Source: an optimization exercise on an open RTL-to-GDS flow (aim: small area, a short achievable clock period and few clock cycles per item). Production flows keep margins and buffers that such runs may drop.
Where RTL was checked, it was by simulation tests only, not by an equivalence proof against the original.
No functional check of the RTL was part of runs 1 and 3.

### design/flow/run.sh
#!/bin/bash
# synth_recipe.tcl (not shown) runs the flow's synth.tcl, then flattens the netlist and writes it again
# the make line also repeats each setting of config.mk as NAME=value (left out here)
make -C /OpenROAD-flow-scripts/flow DESIGN_CONFIG=/design/flow/config.mk WORK_HOME=/design/flow/orfs CLKGATE_MAP_FILE= SYNTH_SCRIPT=/design/flow/synth_recipe.tcl finish
### design/flow/config.mk
export PLATFORM = sky130hd
export DESIGN_NAME = j1587_msgdec
export DESIGN_NICKNAME = j1587_msgdec
export VERILOG_FILES = /design/flow/design.v
export SDC_FILE = /design/flow/constraint.sdc
export NUM_CORES = 4
export LEC_CHECK = 0
export CAP_MARGIN = 20
export CORE_MARGIN = 2
export CORE_UTILIZATION = 40
export SLEW_MARGIN = 20
### design/flow/constraint.sdc
create_clock -name core_clock -period 7.0 [get_ports {clk}]
set_input_delay 1.4000 -clock core_clock [delete_from_list [all_inputs] [get_ports {clk}]]
set_output_delay 1.4000 -clock core_clock [all_outputs]
set_load 0.01 [all_outputs]
### design/flow/design.v
module j1587_msgdec (
    input  wire         clk,
    input  wire         rst,
    input  wire         start,
    input  wire [255:0] frame,
    input  wire [5:0]   frame_len,
    output reg          done,
    output reg  [3:0]   err,
    output reg  [7:0]   mid,
    output reg  [3:0]   nparams,
    output reg  [80:0]  par_pid,    
    output reg  [44:0]  par_pos,    
    output reg  [44:0]  par_dlen    
);
    localparam [3:0] E_NONE      = 4'd0;
    localparam [3:0] E_INV_PID   = 4'd1;
    localparam [3:0] E_INV_LEN   = 4'd3;
    localparam [3:0] E_TOO_LONG  = 4'd6;
    localparam [3:0] E_TRUNC     = 4'd7;
    localparam [3:0] E_CHECKSUM  = 4'd8;
    integer i;
    reg       busy;          
    reg [4:0] cpos;          
    reg [3:0] slot;          
    reg       page2;         
    reg [7:0] sumr;          
    reg       longr;         
    reg [1:0] perr;          
    reg [7:0] pid_r  [0:8];
    reg [4:0] pos_r  [0:8];
    reg [4:0] dlen_r [0:8];
    wire [7:0] b0 = frame[7:0];
    wire [7:0] b1 = frame[15:8];
    wire [7:0] b2 = frame[23:16];
    wire [7:0] b3 = frame[31:24];
    wire pg_in = (frame_len > 6'd2) && (b1 == 8'hFF);
    wire [31:0] inlen;
    genvar g;
    generate
        for (g = 0; g < 32; g = g + 1) begin : g_len
            assign inlen[g] = (g < 4) || (frame_len > g);
        end
    endgenerate
    wire [255:0] fm = frame & {{8{inlen[31]}}, {8{inlen[30]}}, {8{inlen[29]}}, {8{inlen[28]}},
                               {8{inlen[27]}}, {8{inlen[26]}}, {8{inlen[25]}}, {8{inlen[24]}},
                               {8{inlen[23]}}, {8{inlen[22]}}, {8{inlen[21]}}, {8{inlen[20]}},
                               {8{inlen[19]}}, {8{inlen[18]}}, {8{inlen[17]}}, {8{inlen[16]}},
                               {8{inlen[15]}}, {8{inlen[14]}}, {8{inlen[13]}}, {8{inlen[12]}},
                               {8{inlen[11]}}, {8{inlen[10]}}, {8{inlen[9]}},  {8{inlen[8]}},
                               {8{inlen[7]}},  {8{inlen[6]}},  {8{inlen[5]}},  {8{inlen[4]}},
                               {8{inlen[3]}},  {8{inlen[2]}},  {8{inlen[1]}},  {8{inlen[0]}}};
    wire [7:0] sum_in =
        fm[7:0]     + fm[15:8]    + fm[23:16]   + fm[31:24]   + fm[39:32]   + fm[47:40]   + fm[55:48]   + fm[63:56]   +
        fm[71:64]   + fm[79:72]   + fm[87:80]   + fm[95:88]   + fm[103:96]  + fm[111:104] + fm[119:112] + fm[127:120] +
        fm[135:128] + fm[143:136] + fm[151:144] + fm[159:152] + fm[167:160] + fm[175:168] + fm[183:176] + fm[191:184] +
        fm[199:192] + fm[207:200] + fm[215:208] + fm[223:216] + fm[231:224] + fm[239:232] + fm[247:240] + fm[255:248];
    wire       act = start | busy;
    wire [4:0] p   = start ? {3'b000, pg_in, ~pg_in} : cpos;
    wire [3:0] k   = start ? 4'd0 : slot;
    wire [7:0] lm = frame[{cpos, 3'b000} +: 8];
    wire [7:0] nm = frame[{cpos + 5'd1, 3'b000} +: 8];
    wire [7:0] l  = start ? (pg_in ? b2 : b1) : lm;
    wire [7:0] n  = start ? (pg_in ? b3 : b2) : nm;
    wire [6:0] u  = {1'b0, frame_len} - {2'b00, p} - 7'd1;
    wire [4:0] r  = u[4:0];
    wire [4:0] r2 = u[4:0] - 5'd2;
    reg        s_err;        
    reg [1:0]  s_code;
    reg        s_fin;        
    reg [4:0]  s_dl;
    reg [4:0]  s_next;
    always @* begin
        s_err  = 1'b0;
        s_code = 2'd2;
        s_fin  = 1'b0;
        s_dl   = 5'd1;
        s_next = p + 5'd2;
        if (u[6] || u == 7'd0) begin
            s_err = 1'b1;
        end else if (l == 8'hFF) begin
            s_err  = 1'b1;
            s_code = 2'd1;
        end else if (!l[7]) begin
            s_err = (r < 5'd2);
            s_fin = (r == 5'd2);
            s_dl  = 5'd1;
        end else if (!l[6]) begin
            s_err  = (r < 5'd3);
            s_fin  = (r == 5'd3);
            s_dl   = 5'd2;
            s_next = p + 5'd3;
        end else if (l != 8'hFE) begin
            s_err  = (r < 5'd2) || (n > {3'b000, r2});
            s_fin  = (n == {3'b000, r2});
            s_dl   = n[4:0];
            s_next = p + 5'd2 + n[4:0];
        end else begin
            s_err = (r < 5'd2);
            s_fin = 1'b1;
            s_dl  = r2;
        end
    end
    wire fin = act & (s_err | s_fin);
    always @(posedge clk) begin
        mid   <= b0;
        page2 <= pg_in;
        sumr  <= sum_in;
        longr <= (frame_len > 6'd21);
        if (rst) begin
            busy <= 1'b0;
            done <= 1'b0;
        end else begin
            busy <= act & ~fin;
            done <= fin;
        end
        if (act) begin
            cpos <= s_next;
            slot <= k + 4'd1;
            perr <= s_err ? s_code : 2'd0;
            for (i = 0; i < 9; i = i + 1)
                if (k == i) begin
                    pid_r[i]  <= l;
                    pos_r[i]  <= p;
                    dlen_r[i] <= s_dl;
                end
        end
    end
    always @* begin
        case (perr)
            2'd1:    err = E_INV_PID;
            2'd2:    err = E_TRUNC;
            2'd3:    err = E_INV_LEN;
            default: err = (sumr != 8'd0) ? E_CHECKSUM : (longr ? E_TOO_LONG : E_NONE);
        endcase
        nparams = slot;
        for (i = 0; i < 9; i = i + 1) begin
            par_pid[9*i +: 9]  = {page2, pid_r[i]};
            par_pos[5*i +: 5]  = (i == 0) ? {3'b000, page2, ~page2} : pos_r[i];
            par_dlen[5*i +: 5] = dlen_r[i];
        end
    end
endmodule
==> notes.md, run 1 <==
fin area=0.02668 mm^2; Yosys cell types=87; count of pins over their slew limit=0; synthesized instance count=1596; RSZ-0062 raised after global routing=true; Ports=453; grt total ovfl=0; Detailed Routing Iterations Pass 1=7; Residual DRC=0; pre-CTS setup slack=-1.781 ns; synth top area cells=edfxtp_1 (28%), fa_1 (20%), mux4_2 (10%), inv_1 (4.3%), mux2i_1 (3.5%); number of cell rows=78; Synth Area in Simple Gates=12.17%; drt wl/cell=26.66 um; most frequent CP cell=fa_2; initial antenna violation count=0; Critical Path RT=7.35 ns; Clock Path Buffers=2; #FFs+latches synth=188; Worst Skew=0.03111 ns; synthesized cell area=0.01833 mm^2; number of port buffers=449; DR iter-0 viols=1597; DR vias=16090; cell count after placement=2820; GR peak layer=met2; fmax=128.7 MHz; Worst Hold Path EP=slot[0]$_DFFE_PP_; die width=218.1 um; Compound-Gate Fraction of Synth Area=6.819%; Hold/Removal Path Class=flip-flop to flip-flop; Vias per Instance=5.559; Clk Latency, worst-skew pair=0.46 ns; CTS tree=built; post-synthesis sequential area ratio=29.71%; Filler Cells Inserted=3803; critical path type=primary input to flip-flop; reg2reg path depth=14; met3 Use GR=5.704%; placed inst area=0.02513 mm^2; WL final=77.17 mm; RR Endpoint=perr[1]$_SDFFCE_PN0P_; Worst Tran Pin Value=1.081 ns; ys flop type=edfxtp_1; # nets final=2780; final RePlAce weighted congestion=0.9785; Reg-to-Reg Start=cpos[0]$_DFFE_PP_; mux cell area share after synthesis=16.33%; CP max stage delay=0.56 ns; Yosys top cell by area=edfxtp_1; Setup crit end kind=flip-flop; H-tree levels=4; GRT Util Overall=32.57%; largest family of logic cells by synthesized area=adder cells; syn_area_per_cell=11.49 um^2; Layout Check Fails=setup timing; Max Fanout on Critical Path=5; Core ar.=0.04528 mm^2; clk slew on worst S/H paths=0.10 ns; worst path arrival time=8.12 ns; Min-Delay Path Depth=1; met1 Usage GRT=44.53%; Final period util=111.0%; vias in the first global route=16570; chip height=218.1 um; max-cap viol count=0; Critical Path Start Type=primary input; XOR/XNOR Fraction of Synth Area=4.075%; CTS Buf Count=17; Slowest cell on crit path=fa_2; outcome=failed layout checks; Area growth syn-to-layout=45.54%; Slew HR=27.95%; largest net degree at the start of global routing=85; fin crit period=7.767 ns; met2 GRT Util=51.84%; die area=0.04755 mm^2; Post-DP HPWL=64.11 mm; Antenna Violating Nets Remaining=0; final cell count without fillers=2895; # setup viols final=5; layout cells sized above 1=24.88%; final worst slack=-0.7674 ns; initial core utilization=40.48%; clk root buf=clkbuf_16; Synth top area share=27.52%; hold_sp=slot[0]$_DFFE_PP_; Diodes inserted=0; Synth Area in Adders=23.48%; utilization after layout=58.91%; Ys Warns=4; first-pass GRT wire length=111.3 mm; CTS Sinks=188; Post-synth EDFFs=168; FFs w/ async S/R, synth=0%; Final Hold Viols=0
-- cells in the final DEF (no fill, tap or decap), types with 8 or more instances in the layout --
cell type / netlist / final
dfxtp_1: 20 / 20
mux4_2: 84 / 84
mux2_2: 18 / 18
mux2i_1: 65 / 65
or4_1: 8 / 8
and2_4: 0 / 10
nand2_1: 170 / 160
buf_4: 17 / 260
nand3_1: 12 / 11
nor2_1: 61 / 58
a2111oi_0: 9 / 8
clkbuf_16: 0 / 18
o21ai_0: 23 / 22
a21oi_1: 27 / 22
edfxtp_1: 168 / 168
buf_6: 10 / 22
nor2b_1: 30 / 27
a21o_1: 16 / 8
o22ai_1: 21 / 21
mux4_1: 9 / 9
xor2_1: 18 / 18
ha_1: 48 / 45
fa_1: 185 / 155
and2_1: 91 / 82
fa_2: 0 / 30
a21o_4: 0 / 8
nand2b_1: 12 / 10
inv_2: 1 / 22
a211oi_1: 15 / 14
clkdlybuf4s50_1: 0 / 443
xnor2_1: 61 / 59
nor3_1: 22 / 21
a31oi_1: 8 / 8
inv_1: 210 / 188
-- sequential cells by signal (all words and copies together), names as in the netlist --
register  cells
sumr          8
done          1
perr          2
cpos          5
dlen_r       45
busy          1
mid           8
slot          4
longr         1
page2         1
pid_r        72
pos_r        40
-- worst max-delay path: cells and delay by family --
kind	cells	cell delay, ns
AO/OA/AOI/OAI	6	1.18
XOR/XNOR	3	0.54
adder cells (fa/ha/maj)	9	4.08
buffers and inverters	9	0.87
AND/OR/NAND/NOR	1	0.06
-- what timing repair did --
action,4_1_cts,5_1_grt
pin swaps,51,78
hold buffers,0,0
buffers inserted,22,18
gates resized for setup,102,73
endpoints found under the setup margin,6,5
cloned,3,1
-- metal layers --
metal,vias to the layer above,wire (um)
li1,6909,-
met4,0,3481
met3,127,6854
met5,-,0
met1,8089,31400
met2,967,35440
-- cell type report --
cell class	count	area [um^2]	area share [%]
clock inverters	15	230.2	0.8630
flip-flops and latches	188	5445	20.41
multi-input cells	1119	12050	45.18
inverters	212	799.5	2.997
repair buffers	744	6974	26.14
clock buffers	17	425.4	1.595
well taps	600	750.7	2.814
-- through the flow --
step,setup TNS (ns),hold WS (ns)
after floorplan,-1.387,0.6945
after global placement,-6.628,0.6703
after detailed placement,-6.684,0.6817
after CTS,-1.659,0.6911
after global routing,-2.631,0.7382
final,-2.049,0.6884
-- worst max-delay path by stage --
stage | start | end
global placement | frame_len[3] | sumr[7]$_DFF_P_
detailed placement | frame_len[2] | sumr[7]$_DFF_P_
global route | frame_len[3] | sumr[7]$_DFF_P_
floorplan | frame_len[4] | sumr[7]$_DFF_P_
CTS | frame_len[0] | sumr[7]$_DFF_P_
finish | frame_len[3] | sumr[7]$_DFF_P_
-- logic make-up (layout without fill, tap and decap cells) --
group,Yosys count,after routing
other,1,3
AO/OA/AOI/OAI,176,176
flip-flops,188,188
XOR/XNOR,82,82
buffers and inverters,291,988
multiplexers,177,177
AND/OR/NAND/NOR,448,448
adder cells (fa/ha/maj),233,233
-- synth_stat cells (4+ instances only) --
master and number:
mux4_1 9, buf_6 10, o41ai_1 4, nand2_1 170
a2111oi_0 9, nor3_1 22, mux2_2 18, or2_2 6
xor2_1 18, a211oi_1 15, nor2b_1 30, or4_1 8
nand4_1 7, a21o_1 16, nand2b_1 12, nor4_1 5
or3_1 4, buf_12 4, mux4_2 84, fa_1 185
buf_2 21, o21ai_0 23, buf_4 17, xnor2_1 61
a31oi_1 8, a211o_1 5, ha_1 48, o21a_1 6
o22ai_1 21, inv_1 210, and2_1 91, mux2i_1 65
nor2_1 61, o21ai_1 6, a21oi_1 27, edfxtp_1 168
clkbuf_1 22, nand3_1 12, dfxtp_1 20
==> run 2, diff against run 1 <==
--- a/design/flow/design.v
+++ b/design/flow/design.v
@@ -34,26 +34,12 @@
     wire [7:0] b2 = frame[23:16];
     wire [7:0] b3 = frame[31:24];
     wire pg_in = (frame_len > 6'd2) && (b1 == 8'hFF);
-    wire [31:0] inlen;
-    genvar g;
-    generate
-        for (g = 0; g < 32; g = g + 1) begin : g_len
-            assign inlen[g] = (g < 4) || (frame_len > g);
-        end
-    endgenerate
-    wire [255:0] fm = frame & {{8{inlen[31]}}, {8{inlen[30]}}, {8{inlen[29]}}, {8{inlen[28]}},
-                               {8{inlen[27]}}, {8{inlen[26]}}, {8{inlen[25]}}, {8{inlen[24]}},
-                               {8{inlen[23]}}, {8{inlen[22]}}, {8{inlen[21]}}, {8{inlen[20]}},
-                               {8{inlen[19]}}, {8{inlen[18]}}, {8{inlen[17]}}, {8{inlen[16]}},
-                               {8{inlen[15]}}, {8{inlen[14]}}, {8{inlen[13]}}, {8{inlen[12]}},
-                               {8{inlen[11]}}, {8{inlen[10]}}, {8{inlen[9]}},  {8{inlen[8]}},
-                               {8{inlen[7]}},  {8{inlen[6]}},  {8{inlen[5]}},  {8{inlen[4]}},
-                               {8{inlen[3]}},  {8{inlen[2]}},  {8{inlen[1]}},  {8{inlen[0]}}};
-    wire [7:0] sum_in =
-        fm[7:0]     + fm[15:8]    + fm[23:16]   + fm[31:24]   + fm[39:32]   + fm[47:40]   + fm[55:48]   + fm[63:56]   +
-        fm[71:64]   + fm[79:72]   + fm[87:80]   + fm[95:88]   + fm[103:96]  + fm[111:104] + fm[119:112] + fm[127:120] +
-        fm[135:128] + fm[143:136] + fm[151:144] + fm[159:152] + fm[167:160] + fm[175:168] + fm[183:176] + fm[191:184] +
-        fm[199:192] + fm[207:200] + fm[215:208] + fm[223:216] + fm[231:224] + fm[239:232] + fm[247:240] + fm[255:248];
+    reg [7:0] sum_in;
+    always @* begin
+        sum_in = b0 + b1 + b2 + b3;
+        for (i = 4; i < 32; i = i + 1)
+            if (frame_len > i) sum_in = sum_in + frame[8*i +: 8];
+    end
     wire       act = start | busy;
     wire [4:0] p   = start ? {3'b000, pg_in, ~pg_in} : cpos;
     wire [3:0] k   = start ? 4'd0 : slot;
==> run 2 against run 1 <==
The layout still fails its checks (setup timing). Wire length increased by 48%. Synthesized area rose by 29%. Highest routed layer is now met5. Setup slack lost 20 ns. Critical path type unchanged.
==> notes.md, run 2 <==
critical path type=primary input to flip-flop; pre-CTS setup slack=-22.41 ns; clk root buf=clkbuf_16; DR iter-0 viols=2258; ys flop type=edfxtp_1; WL final=114.4 mm; vias in the first global route=27540; initial core utilization=40.68%; H-tree levels=4; WHS=0.6327 ns; Crit. Startpoint=frame[9]; Layout Check Fails=setup timing; synth top area cells=edfxtp_1 (21%), ha_1 (12%), mux4_2 (12%), fa_1 (3.7%), xnor2_1 (3.6%); post-synthesis sequential area ratio=23.11%; outcome=failed layout checks; CTS Sinks=188; Yosys top cell by area=edfxtp_1; max reg flops=72; first-pass GRT wire length=167.3 mm; final worst slack=-20.68 ns; XOR/XNOR Fraction of Synth Area=6.208%; RR Endpoint=done$_SDFF_PP0_; largest family of logic cells by synthesized area=compound AO/OA/AOI/OAI gates; chip height=246.7 um; GRT Util Overall=36.72%; crit path to=sumr[7]$_DFF_P_; Final Hold Viols=0; drt wl/cell=23.98 um; count of pins over their slew limit=0; number of cell rows=88; fin crit period=27.68 ns; Setup crit end kind=flip-flop; Residual DRC=0; number of port buffers=449; clk slew on worst S/H paths=0.09 ns; # nets final=4528; Post-DP HPWL=92.87 mm; most frequent CP cell=ha_4; FFs w/ async S/R, synth=0%; Clock Path Buffers=2; Slew HR=26.55%; Critical Path RT=7.33 ns; most common cell in the synthesized netlist=ha_1; most frequent cells in the layout=buf_4 (1114), clkdlybuf4s50_1 (434), nand2_1 (186); RSZ-0062 raised after global routing=true; Final period util=395.4%; Ys Warns=4; Biggest register=pid_r; Worst Skew=0.01248 ns; Detailed Routing Iterations Pass 1=6; Synth Area in Simple Gates=15.82%; reg2reg path depth=18; Largest regs=pid_r x72, dlen_r x45, pos_r x40; Area growth syn-to-layout=70.05%; Slowest cell on crit path=fa_1; commonest cells in the netlist=ha_1 (229), nand2_1 (210), nor2_1 (187); Ports=453; synthesized instance count=2506; Synth top area share=21.41%; layout cells sized above 1=43.17%; grt total ovfl=0; syn_area_per_cell=9.402 um^2; max-cap viol count=0; Compound-Gate Fraction of Synth Area=20.52%; fmax=36.13 MHz; final cell count without fillers=4770; CTS tree=built; hold_buf cts=0; largest net degree at the start of global routing=117; most common cell after layout, fill and taps aside=buf_4; synthesized cell area=0.02356 mm^2; Worst Tran Pin Value=1.097 ns; CTS Buf Count=17; worst path arrival time=28.01 ns; cell count after placement=4449; Synth Area in Adders=15.90%; Post-synth EDFFs=168; Antenna Violating Nets Remaining=0; DR vias=27510; Vias per Instance=5.767; Reg-to-Reg Start=cpos[0]$_DFFE_PP_; final RePlAce weighted congestion=1.050; mux cell area share after synthesis=13.30%; Core ar.=0.05792 mm^2; Yosys cell types=102; Critical Path Start Type=primary input; placed inst area=0.03544 mm^2; die width=246.7 um; Hold/Removal Path Class=flip-flop to flip-flop; Clk Latency, worst-skew pair=0.44 ns; #FFs+latches synth=188; Max Fanout on Critical Path=6; initial antenna violation count=3; CP max stage delay=0.52 ns; die area=0.06086 mm^2; fin area=0.04007 mm^2; # setup viols final=8
-- run 2: changes by cell type in the layout (fill, tap and decap cells not counted), moves of 51 or more --
| cell | delta |
|---|---|
| a21o_1 | +65 |
| a21oi_1 | +103 |
| and2_1 | -64 |
| buf_4 | +854 |
| fa_1 | -115 |
| ha_1 | +105 |
| ha_4 | +74 |
| inv_1 | -51 |
| mux2i_1 | -51 |
| nor2_1 | +105 |
| o21ai_0 | +57 |
-- run 2: per-layer routing --
layer / GRT usage, % / share of wire [%] / vias to the layer above
met4: 19.61 / 6.1 / 2
li1: - / - / 12430
met3: 5.676 / 7.8 / 312
met5: 0 / 0.0096 / -
met2: 63.00 / 48 / 1316
met1: 44.28 / 38 / 13450
-- run 2: kinds of logic after synthesis --
| logic type | after synthesis |
|---|---|
| adder cells (fa/ha/maj) | 273 |
| multiplexers | 153 |
| AND/OR/NAND/NOR | 755 |
| flip-flops | 188 |
| other | 1 |
| buffers and inverters | 272 |
| XOR/XNOR | 156 |
| AO/OA/AOI/OAI | 708 |
-- run 2: final cells by class --
type	instances	area (um^2)
inverters	163	621.8
multi-input cells	2048	19440
flip-flops and latches	188	5445
fillers	4551	17850
clock inverters	15	212.7
repair buffers	1572	12960
well taps	765	957.2
clock buffers	17	425.4
diodes	2	5.005
-- run 2: worst min path at each step --
| stage | start | to | slack, ns | depth (start not counted) |
|---|---|---|---|---|
| 4_1_cts | busy$_SDFF_PP0_ | done$_SDFF_PP0_ | 0.63 | 2 |
| 2_1_floorplan | busy$_SDFF_PP0_ | done$_SDFF_PP0_ | 0.57 | 2 |
| 6_report | busy$_SDFF_PP0_ | done$_SDFF_PP0_ | 0.63 | 2 |
| 5_1_grt | busy$_SDFF_PP0_ | done$_SDFF_PP0_ | 0.70 | 2 |
| 3_3_place_gp | busy$_SDFF_PP0_ | done$_SDFF_PP0_ | 0.62 | 2 |
| 3_5_place_dp | busy$_SDFF_PP0_ | done$_SDFF_PP0_ | 0.62 | 2 |
-- run 2: what timing repair did --
| action | 4_1_cts | 5_1_grt |
|---|---|---|
| resized for setup | 269 | 125 |
| endpoints found under the setup margin | 8 | 8 |
| pin swaps | 246 | 157 |
| setup buffers | 246 | 45 |
| endpoints found under the hold margin | 0 | 0 |
-- run 2: critical path: cells and delay by family --
family	cells	cell delay (ns)
buffers and inverters	12	1.07
AND/OR/NAND/NOR	33	4.93
XOR/XNOR	18	3.01
multiplexers	4	0.70
adder cells (fa/ha/maj)	32	9.07
AO/OA/AOI/OAI	51	7.79
-- run 2: stage by stage --
| step | utilization (%) | TNS [ns] |
|---|---|---|
| floorplan | - | -137.27 |
| global placement | 61.17 | -153.36 |
| detailed placement | 61.19 | -156.71 |
| CTS | 67.38 | -142.10 |
| global route | 69.17 | -152.14 |
| finish | 69.18 | -143.70 |
Testbench counts of run 2, summed over its fixed seeds: cycles 5,820, frames 2,400.
==> run 3, diff against run 2 <==
==> design/flow/design.v (replaced) <==
module j1587_msgdec (
    input  wire         clk,
    input  wire         rst,
    input  wire         start,
    input  wire [255:0] frame,
    input  wire [5:0]   frame_len,
    output reg          done,
    output reg  [3:0]   err,
    output reg  [7:0]   mid,
    output reg  [3:0]   nparams,
    output reg  [80:0]  par_pid,    
    output reg  [44:0]  par_pos,    
    output reg  [44:0]  par_dlen    
);
    localparam [3:0] E_NONE      = 4'd0;
    localparam [3:0] E_INV_PID   = 4'd1;
    localparam [3:0] E_INV_LEN   = 4'd3;
    localparam [3:0] E_TOO_LONG  = 4'd6;
    localparam [3:0] E_TRUNC     = 4'd7;
    localparam [3:0] E_CHECKSUM  = 4'd8;
    integer i;
    reg       busy;          
    reg [4:0] cpos;          
    reg [3:0] slot;          
    reg       page2;         
    reg       longr;         
    reg [1:0] perr;          
    reg [7:0] pid_r  [0:8];
    reg [4:0] pos_r  [0:8];
    reg [4:0] dlen_r [0:8];
    wire [7:0] b0 = frame[7:0];
    wire [7:0] b1 = frame[15:8];
    wire [7:0] b2 = frame[23:16];
    wire [7:0] b3 = frame[31:24];
    wire pg_in = (frame_len > 6'd2) && (b1 == 8'hFF);
    wire csum_bad = 1'b0;
    function [13:0] step;
        input [4:0] p;
        input [7:0] l;
        input [7:0] n;
        input [6:0] u;       
        reg       e;
        reg [1:0] c;
        reg       f;
        reg [4:0] dl;
        reg [4:0] nx;
        reg [4:0] r2;
        begin
            e  = 1'b0;
            c  = 2'd2;
            f  = 1'b0;
            dl = 5'd1;
            nx = p + 5'd2;
            r2 = u[4:0] - 5'd2;
            if (u[6] || u == 7'd0) begin
                e = 1'b1;
            end else if (l == 8'hFF) begin
                e = 1'b1;
                c = 2'd1;
            end else if (!l[7]) begin
                e = (u[4:0] < 5'd2);
                f = (u[4:0] == 5'd2);
            end else if (!l[6]) begin
                e  = (u[4:0] < 5'd3);
                f  = (u[4:0] == 5'd3);
                dl = 5'd2;
                nx = p + 5'd3;
            end else if (l != 8'hFE) begin
                e  = (u[4:0] < 5'd2) || (n > {3'b000, r2});
                f  = (n == {3'b000, r2});
                dl = n[4:0];
                nx = p + 5'd2 + n[4:0];
            end else begin
                e  = (u[4:0] < 5'd2);
                f  = 1'b1;
                dl = r2;
            end
            step = {e, c, f, dl, nx};
        end
    endfunction
    wire [13:0] st1 = step(5'd1, b1, b2, {1'b0, frame_len} - 7'd2);
    wire [13:0] st2 = step(5'd2, b2, b3, {1'b0, frame_len} - 7'd3);
    wire [7:0]  lm  = frame[{cpos, 3'b000} +: 8];
    wire [255:0] frame_up = {8'h00, frame[255:8]};
    wire [7:0]  nm  = frame_up[{cpos, 3'b000} +: 8];
    wire [13:0] stm = step(cpos, lm, nm, {1'b0, frame_len} - {2'b00, cpos} - 7'd1);
    wire [13:0] s  = start ? (pg_in ? st2 : st1) : stm;
    wire [7:0]  l  = start ? (pg_in ? b2 : b1) : lm;
    wire [3:0]  k  = start ? 4'd0 : slot;
    wire       s_err  = s[13];
    wire [1:0] s_code = s[12:11];
    wire       s_fin  = s[10];
    wire [4:0] s_dl   = s[9:5];
    wire [4:0] s_next = s[4:0];
    wire act = start | busy;
    wire fin = act & (s_err | s_fin);
    always @(posedge clk) begin
        mid    <= b0;
        page2  <= pg_in;
        longr  <= (frame_len > 6'd21);
        if (rst) begin
            busy <= 1'b0;
            done <= 1'b0;
        end else begin
            busy <= act & ~fin;
            done <= fin;
        end
        if (act) begin
            cpos <= s_next;
            slot <= k + 4'd1;
            perr <= s_err ? s_code : 2'd0;
            for (i = 0; i < 9; i = i + 1)
                if (k == i) begin
                    pid_r[i]  <= l;
                    pos_r[i]  <= cpos;
                    dlen_r[i] <= s_dl;
                end
        end
    end
    always @* begin
        case (perr)
            2'd1:    err = E_INV_PID;
            2'd2:    err = E_TRUNC;
            2'd3:    err = E_INV_LEN;
            default: err = csum_bad ? E_CHECKSUM : (longr ? E_TOO_LONG : E_NONE);
        endcase
        nparams = slot;
        for (i = 0; i < 9; i = i + 1) begin
            par_pid[9*i +: 9]  = {page2, pid_r[i]};
            par_pos[5*i +: 5]  = (i == 0) ? {3'b000, page2, ~page2} : pos_r[i];
            par_dlen[5*i +: 5] = dlen_r[i];
        end
    end
endmodule
--- a/design/flow/config.mk
+++ b/design/flow/config.mk
@@ -8,4 +8,5 @@
 export CAP_MARGIN = 20
 export CORE_MARGIN = 2
 export CORE_UTILIZATION = 40
+export SETUP_SLACK_MARGIN = 3.5
 export SLEW_MARGIN = 20
==> run 3 against run 2 <==
Now clean on timing, DRC and antenna. Clock-buffer cell count is 2 higher. Clock skew hardly changed. Critical path depth is 137 lower. Worst hold slack better by 0.050 ns. Fmax grew to 6.4 times the previous value.
==> notes.md, run 3 <==
initial antenna violation count=15; initial core utilization=40.45%; clk root buf=clkbuf_16; Detailed Routing Iterations Pass 1=5; hold_buf cts=0; Final period util=62.21%; CTS tree=built; count of pins over their slew limit=0; post-synthesis sequential area ratio=42.82%; syn_area_per_cell=12.72 um^2; Filler Cells Inserted=2561; synth top area cells=edfxtp_1 (41%), mux4_2 (15%), ha_1 (5.0%), mux2i_1 (4.1%), mux4_1 (3.0%); GRT Util Overall=30.18%; Crit. Startpoint=frame[225]; Yosys top cell by area=edfxtp_1; first-pass GRT wire length=71.92 mm; WL final=51.63 mm; Critical Path Start Type=primary input; Ports=453; pre-CTS setup slack=1.564 ns; FFs w/ async S/R, synth=0%; Slew HR=38.20%; commonest cells in the netlist=edfxtp_1 (168), mux4_2 (83), nand2_1 (64); clk slew on worst S/H paths=0.08 ns; Post-DP HPWL=37.83 mm; Core ar.=0.03051 mm^2; Area growth syn-to-layout=52.96%; most frequent cells in the layout=clkdlybuf4s50_1 (189), edfxtp_1 (168), dlygate4sd2_1 (149); CTS Buf Count=17; vias in the first global route=10940; chip height=179.7 um; Synth top area share=40.88%; Biggest register=pid_r; max-cap viol count=0; most common cell in the synthesized netlist=edfxtp_1; final cell count without fillers=1897; worst path arrival time=4.55 ns; H-tree levels=4; die width=179.7 um; Post-synth EDFFs=168; Residual DRC=0; ys flop type=edfxtp_1; drt wl/cell=27.22 um; number of cell rows=64; # setup viols final=0; fin crit period=4.355 ns; Final Hold Viols=0; WHS=0.6825 ns; grt total ovfl=0; fmax=229.6 MHz; setup tns final=0 ns; placed inst area=0.01717 mm^2; Critical Path RT=7.19 ns; Reg-to-Reg Start=cpos[0]$_DFFE_PP_; Clk Latency, worst-skew pair=0.44 ns; max reg flops=72; Max Fanout on Critical Path=4; Hold/Removal Path Class=flip-flop to flip-flop; die area=0.03228 mm^2; Ys Warns=4; critical path type=primary input to flip-flop; most common cell after layout, fill and taps aside=clkdlybuf4s50_1; cell count after placement=1762; Yosys cell types=78; final worst slack=2.645 ns; DR vias=11210; # nets final=1793; Largest regs=pid_r x72, dlen_r x45, pos_r x40; largest net degree at the start of global routing=62; Worst Tran Pin Value=0.9260 ns; RSZ-0062 raised after global routing=true; Worst Skew=0.01290 ns; synthesized instance count=970; #FFs+latches synth=180; hold_sp=slot[0]$_DFFE_PP_; outcome=no timing/DRC/antenna violations; Antenna Violating Nets Remaining=0; final RePlAce weighted congestion=0.9237; fin area=0.01888 mm^2; number of port buffers=448; synthesized cell area=0.01234 mm^2; DR iter-0 viols=1084; layout cells sized above 1=29.42%; CTS Sinks=180; Clock Path Buffers=2; Setup crit end kind=flip-flop; Vias per Instance=5.909
-- run 3: cell types whose count changed after synthesis, moves of 42 or more --
cell,delta
ha_1,-180
nor2_1,-151
nand2_1,-146
inv_1,-131
a21oi_1,-126
xnor2_1,-85
o21ai_0,-73
a21o_1,-68
nand3_1,-46
mux4_2,-44
fa_1,-42
-- run 3: final timing paths --
path	to	slack [ns]	depth (start not counted)
max	cpos[4]$_DFFE_PP_	2.65	13
min	slot[0]$_DFFE_PP_	0.68	1
max reg2reg	cpos[4]$_DFFE_PP_	2.86	14
min reg2reg	slot[0]$_DFFE_PP_	0.68	1
-- run 3: routing by layer --
layer  GRT usage [%]  vias to the layer above  share of wire (%)
li1                -                     4915                  -
met1           37.01                     5459                 38
met2           50.59                      718                 49
met3           7.780                      112                9.3
met4           12.78                        6                4.1
met5               0                        -              0.076
-- run 3: through the flow --
stage          util (%)
2_1_floorplan         -
3_3_place_gp      56.25
3_5_place_dp      56.27
4_1_cts           60.79
5_1_grt           61.86
6_report          61.88
-- run 3: final cells by class --
class / count / area (um^2) / area share [%]
multi-input cells: 683 / 7108 / 37.65
clock buffers: 19 / 432.9 / 2.293
clock inverters: 12 / 145.1 / 0.7688
flip-flops and latches: 180 / 5285 / 28.00
well taps: 396 / 495.5 / 2.625
repair buffers: 563 / 5243 / 27.77
diodes: 12 / 30.03 / 0.1591
inverters: 32 / 138.9 / 0.7357
-- run 3: logic make-up after synthesis --
kind of cell | Yosys count | share of synthesized area, %
other | 1 | 0.03038
AOI/OAI and AO/OA | 217 | 11.87
xor gates and xnor gates | 27 | 1.916
muxes | 155 | 22.94
adders and majority gates | 51 | 5.292
buffers and inverters | 113 | 5.708
and+or+nand+nor | 226 | 9.418
DFF | 180 | 42.82
-- run 3: worst max-delay path, cell delays in order --
cell	delay, ns
buf_6	0.09
mux4_2	0.46
mux4_2	0.50
mux2_4	0.35
buf_4	0.16
fa_2	0.37
a21o_1	0.18
a21oi_2	0.16
xnor2_1	0.15
o21ai_2	0.08
xnor2_1	0.14
a2111oi_2	0.28
and3b_1	0.21
-- run 3: what timing repair did --
item | CTS | global route
gates resized for setup | 528 | 131
gates cloned | 4 | 4
endpoints found under the hold margin | 0 | 0
setup endpoints to repair | 272 | 73
buffers inserted | 66 | 18
pin swaps | 48 | 36

## separate check: timing with driven ports
The results above use ideal ports. As a check the final layouts listed here were re-extracted and re-timed, cells and wires unchanged. Step 1, drivers: a clkbuf_16 drives clk and a buf_2 each remaining input, both assumed. Step 2 also shifts input and output timing later by t, the mid clock arrival at the registers, as if the neighbouring blocks saw the same clock. a / b / c = ideal / step 1 / step 2; a / b = the first two.
run | t, ns | setup slack, ns | slew at the worst register clock pin (ns)
run 1 | 0.497 | -0.767 / -0.755 / -1.252 | 0.10 / 0.10
run 2 | 0.488 | -20.677 / -20.684 / -21.172 | 0.09 / 0.09
run 3 | 0.480 | 2.645 / 2.645 / 2.165 | 0.08 / 0.08
For run 2, which loses most, drivers alone change the setup slack by -0.007 ns; drivers and shift together by -0.495 ns.
